From an optimization exercise on the open Yosys and OpenROAD flow, aimed at small area; shortcuts taken in it are not production practice.
Function was checked by simulation only, so behaviour that the tests miss may differ from the original.

==> flow/design.v (excerpt) <==
module noc_router (
    input  wire         clk,
    input  wire         rst,              
    input  wire [7:0]   cfg_mesh_size,    
    input  wire [13:0]  cfg_cur_addr,     
    input  wire [3:0]   cfg_conn,         
    input  wire [7:0]   cfg_route,        
    input  wire [4:0]   in_valid,         
    input  wire [159:0] in_flit,          
    input  wire [3:0]   credit_in,        
    input  wire         end_req,          
    output reg  [4:0]   out_valid,        
    output reg  [31:0]  out_flit,         
    output reg  [4:0]   credit_out,       
    output reg  [15:0]  overflow_count,   
    output reg          halted
);
    localparam [2:0] DIR_L = 3'd4, IDLE = 3'd7;
    function [6:0] mod_m;
        input [13:0] a;
        input [7:0]  m;
        reg   [7:0]  p, d;
        reg   [6:0]  r;
        reg          b;
        integer      k, j, w;
        begin
            r = 7'd0;
            for (k = 13; k >= 0; k = k - 1) begin
                w = (14 - k < 8) ? 14 - k : 8;      
                p = {r, a[k]};
                b = 1'b0;
                for (j = 0; j < 8; j = j + 1) begin
                    if (j < w) begin
                        d[j] = p[j] ^ m[j] ^ b;
                        b = (~p[j] & m[j]) | (~p[j] & b) | (m[j] & b);
                    end else begin
                        d[j] = 1'b0;
                        b = b | m[j];
                    end
                end
                for (j = 0; j < 7; j = j + 1)
                    r[j] = (j < w) ? (b ? p[j] : d[j]) : 1'b0;
            end
            mod_m = r;
        end
    endfunction
    function lt15;
        input [14:0] a;
        input [14:0] b;
        integer      j;
        begin
            lt15 = 1'b0;
            for (j = 0; j < 15; j = j + 1)
                lt15 = (~a[j] & b[j]) | (~a[j] & lt15) | (b[j] & lt15);
        end
    endfunction
    function lt7;
  ...
export LEC_CHECK = 0
export CAP_MARGIN = 5
export CORE_MARGIN = 2
export CORE_UTILIZATION = 65
export GPL_TIMING_DRIVEN = 0
export PLACE_DENSITY = 0.75
export SLEW_MARGIN = 5
create_clock -name core_clock -period 100.0 [get_ports {clk}]
standard.sh (not shown) runs the stock make flow with config.mk's settings and CLKGATE_MAP_FILE= SYNTH_SCRIPT=/design/flow/synth_recipe.tcl, a recipe that flattens the netlist after the stock synthesis.
==> flow/flow/run.sh <==
#!/bin/bash
# Own layout flow: the standard synthesis, then the combinational logic of
# its netlist is mapped again with an area-oriented ABC script (flip-flops
# are kept as they are, same cells and names), then the standard layout.
# Each tool's output goes to a log file of its own in this folder.
set -euo pipefail
HERE=$(pwd)
RES=$HERE/orfs/results/$FLOW_PLATFORM/noc_router/base
LIB=$FLOW_HOME/platforms/$FLOW_PLATFORM/lib/sky130_fd_sc_hd__tt_025C_1v80.lib

bash standard.sh synth > synth_standard.log 2>&1
cp $RES/1_2_yosys.v $HERE/netlist_standard.v

# flip-flop cell types stay black boxes: ABC only sees the logic between them
FFS=$(grep -o 'sky130_fd_sc_hd__[a-z]*df[a-z0-9_]*' $HERE/netlist_standard.v | sort -u | tr '\n' ' ')
DU=$(grep -o 'dont_use [^ ]*' $HERE/orfs/logs/$FLOW_PLATFORM/noc_router/base/1_2_yosys.log | sort -u | sed 's/^/-/' | tr '\n' ' ')

# one area-oriented ABC run per seed of its AIG optimisation; the smallest
# mapped netlist is kept
remap() {
  local S=$1
  sed "s/@SEED@/$S/" $HERE/flow/abc_area_deep.script > $HERE/abc_s$S.script
  cat > $HERE/reabc_s$S.ys <<YS
read_liberty -ignore_miss_func $LIB
read_verilog $HERE/netlist_standard.v
hierarchy -top $FLOW_TOP
blackbox $FFS
flatten
opt_clean -purge
abc -liberty $LIB $DU -script $HERE/abc_s$S.script
read_liberty -lib -overwrite $LIB
opt_clean -purge
splitnets
opt_clean -purge
hilomap -singleton -hicell sky130_fd_sc_hd__conb_1 HI -locell sky130_fd_sc_hd__conb_1 LO
insbuf -buf sky130_fd_sc_hd__buf_4 A X
check -assert -mapped
tee -o $HERE/reabc_stat_s$S.txt stat -liberty $LIB
write_verilog -noattr -nohex -nodec $HERE/netlist_reabc_s$S.v
YS
  yosys -s $HERE/reabc_s$S.ys > $HERE/reabc_s$S.log 2>&1 || true
}
SEEDS="0 1 3 4 5 7 8 9"
set -- $SEEDS
while [ $# -gt 0 ]; do
  for k in 1 2 3 4; do
    [ $# -gt 0 ] || break
    remap $1 &
    shift
  done
  wait
done
best=""; bestarea=""
for S in $SEEDS; do
  [ -f $HERE/reabc_stat_s$S.txt ] && [ -f $HERE/netlist_reabc_s$S.v ] || continue
  a=$(grep "Chip area" $HERE/reabc_stat_s$S.txt | awk '{print $NF}')
  echo "seed $S area $a" >> $HERE/reabc_choice.txt
  if [ -z "$best" ] || awk "BEGIN{exit !($a < $bestarea)}"; then best=$S; bestarea=$a; fi
done
echo "chosen seed $best area $bestarea" >> $HERE/reabc_choice.txt
cp $HERE/netlist_reabc_s$best.v $RES/1_2_yosys.v
touch $RES/1_2_yosys.v

# the standard layout, with smaller port buffers (one buf_1 on every port)
# and a clock tree of smaller buffers without dummy loads
export BUFFER_PORTS_ARGS="-buffer_cell sky130_fd_sc_hd__buf_1"
export CTS_ARGS="-sink_clustering_enable -repair_clock_nets -dont_use_dummy_load -buf_list {sky130_fd_sc_hd__clkbuf_4 sky130_fd_sc_hd__clkbuf_8}"
bash standard.sh > layout.log 2>&1
==> flow/flow/abc_area_deep.script <==
strash
&get -n
&st
&deepsyn -T 15 -S @SEED@
&dch -f
&nf -a
&put
topo
==> next run, changes <==
--- a/flow/flow/run.sh
+++ b/flow/flow/run.sh
@@ -27,4 +27,5 @@
 blackbox $FFS
 flatten
+rename -hide w:*.*
 opt_clean -purge
 abc -liberty $LIB $DU -script $HERE/abc_s$S.script
@@ -34,5 +35,5 @@
 opt_clean -purge
 hilomap -singleton -hicell sky130_fd_sc_hd__conb_1 HI -locell sky130_fd_sc_hd__conb_1 LO
-insbuf -buf sky130_fd_sc_hd__buf_4 A X
+insbuf -buf sky130_fd_sc_hd__buf_1 A X
 check -assert -mapped
 tee -o $HERE/reabc_stat_s$S.txt stat -liberty $LIB
@@ -65,4 +66,4 @@
 # and a clock tree of smaller buffers without dummy loads
 export BUFFER_PORTS_ARGS="-buffer_cell sky130_fd_sc_hd__buf_1"
-export CTS_ARGS="-sink_clustering_enable -repair_clock_nets -dont_use_dummy_load -buf_list {sky130_fd_sc_hd__clkbuf_4 sky130_fd_sc_hd__clkbuf_8}"
+export CTS_ARGS="-sink_clustering_enable -repair_clock_nets -dont_use_dummy_load -buf_list {sky130_fd_sc_hd__clkbuf_8} -sink_clustering_size 16 -sink_clustering_max_diameter 60"
 bash standard.sh > layout.log 2>&1
==> flow/flow/abc_area_deep.script (replaced) <==
strash
&get -n
&st
&deepsyn -T 20 -S @SEED@
&dch -f
&nf -R 1000 -p -F 16 -A 16 -C 32
&put
topo
- CAP_MARGIN: 5 -> 20
- SLEW_MARGIN: 5 -> 20
After rerunning: Routed wire length goes down by a little under a tenth; worst setup slack gets worse by 0.43 ns; clock-buffer cell count fell by 42.
==> next run, changes <==
--- a/flow/flow/run.sh
+++ b/flow/flow/run.sh
@@ -67,3 +67,4 @@
 export BUFFER_PORTS_ARGS="-buffer_cell sky130_fd_sc_hd__buf_1"
 export CTS_ARGS="-sink_clustering_enable -repair_clock_nets -dont_use_dummy_load -buf_list {sky130_fd_sc_hd__clkbuf_8} -sink_clustering_size 16 -sink_clustering_max_diameter 60"
+export RECOVER_POWER=100
 bash standard.sh > layout.log 2>&1
- CAP_MARGIN: 20 -> 10
- SLEW_MARGIN: 20 -> 10
With this change the flow completed, yet does not pass: capacitance limit, slew limit.
Design area is lower by 1.7%.
Sequential share of layout area is higher by 0.69 points.
Worst hold slack is worse by 0.016 ns.
Routed wire length is higher by 2.9%.
Global-route usage is higher by 0.71 points.
Sequential cell count does not change.
Core utilization is lower by 1.5 points.
Synthesized cell count is higher by 0.52%.
Setup slack is worse by 3.5 ns.
==> next run, changes <==
--- a/flow/flow/run.sh
+++ b/flow/flow/run.sh
@@ -27,5 +27,4 @@
 blackbox $FFS
 flatten
-rename -hide w:*.*
 opt_clean -purge
 abc -liberty $LIB $DU -script $HERE/abc_s$S.script
@@ -35,5 +34,5 @@
 opt_clean -purge
 hilomap -singleton -hicell sky130_fd_sc_hd__conb_1 HI -locell sky130_fd_sc_hd__conb_1 LO
-insbuf -buf sky130_fd_sc_hd__buf_1 A X
+insbuf -buf sky130_fd_sc_hd__buf_4 A X
 check -assert -mapped
 tee -o $HERE/reabc_stat_s$S.txt stat -liberty $LIB
@@ -67,4 +66,3 @@
 export BUFFER_PORTS_ARGS="-buffer_cell sky130_fd_sc_hd__buf_1"
 export CTS_ARGS="-sink_clustering_enable -repair_clock_nets -dont_use_dummy_load -buf_list {sky130_fd_sc_hd__clkbuf_8} -sink_clustering_size 16 -sink_clustering_max_diameter 60"
-export RECOVER_POWER=100
 bash standard.sh > layout.log 2>&1
- CAP_MARGIN: 10 -> 20
- SLEW_MARGIN: 10 -> 20
Result: This time the run completed without violations; wire length went down by 3.2%; hold slack improves by 0.014 ns; synthesized cell count went up by 0.89%; die area rises by 0.54%; sequential share of layout area went down by 1.2 points.
==> next run, changes <==
- CAP_MARGIN: 20 -> 5
- SLEW_MARGIN: 20 -> 5
Now the flow finished but fails on capacitance limit, slew limit.
Core utilization is lower by 0.44 points.
Via count is higher by 0.31%.
Setup slack loses 0.80 ns.
Non-clock buffer count is lower by 19.
Routed wire length is higher by 0.32%.
Design area is lower by 0.60%.
Clock skew is higher by 0.0053 ns.
Die area stays the same.
Clock-buffer cell count does not change.
Worst hold slack gains 0.0037 ns.
==> next run, changes <==
--- a/flow/flow/run.sh
+++ b/flow/flow/run.sh
@@ -65,4 +65,4 @@
 # and a clock tree of smaller buffers without dummy loads
 export BUFFER_PORTS_ARGS="-buffer_cell sky130_fd_sc_hd__buf_1"
-export CTS_ARGS="-sink_clustering_enable -repair_clock_nets -dont_use_dummy_load -buf_list {sky130_fd_sc_hd__clkbuf_8} -sink_clustering_size 16 -sink_clustering_max_diameter 60"
+export CTS_ARGS="-sink_clustering_enable -repair_clock_nets -dont_use_dummy_load -buf_list {sky130_fd_sc_hd__clkbuf_16} -sink_clustering_size 30 -sink_clustering_max_diameter 80"
 bash standard.sh > layout.log 2>&1
- CAP_MARGIN: 5 -> 20
- SLEW_MARGIN: 5 -> 20
The new run produced a clean layout.
Die area is unchanged.

## re-timing with driven ports
In the flow no input, the clock included, has a driving cell. The finished layouts below were timed again as built, in two steps.
Step 1 sets driving cells, clkbuf_16 on the clock port and buf_2 on the other inputs (assumed; they add their load-dependent delay and slew).
Step 2 moves the port delays by t, midway between the first and last clock arrival at a register: inputs arrive t later, outputs are due t later. That takes back most of the time a late clock gives input paths.
a / b / c = ideal ports / drivers / drivers and shift; a / b = the first two.
run | shift t [ns] | setup slack, ns | worst setup path after step 2 | worst slew at a driven data input, ns | pins driven straight from the clock port
the first run | 0.709 | 22.496 / 22.468 / 22.468 | input to output | 0.14 | 1
the second run | 0.679 | 22.064 / 22.044 / 22.044 | input to output | 0.14 | 1
the third run | 0.640 | 18.566 / 18.529 / 18.529 | input to output | 0.17 | 1
the fourth run | 0.681 | 21.694 / 21.672 / 21.672 | input to output | 0.12 | 1
the fifth run | 0.680 | 20.891 / 20.868 / 20.868 | input to output | 0.12 | 1
the sixth run | 0.627 | 21.724 / 21.703 / 21.703 | input to output | 0.11 | 1
For the third run, which loses most, drivers alone change the setup slack by -0.037 ns; drivers and shift together by -0.037 ns.
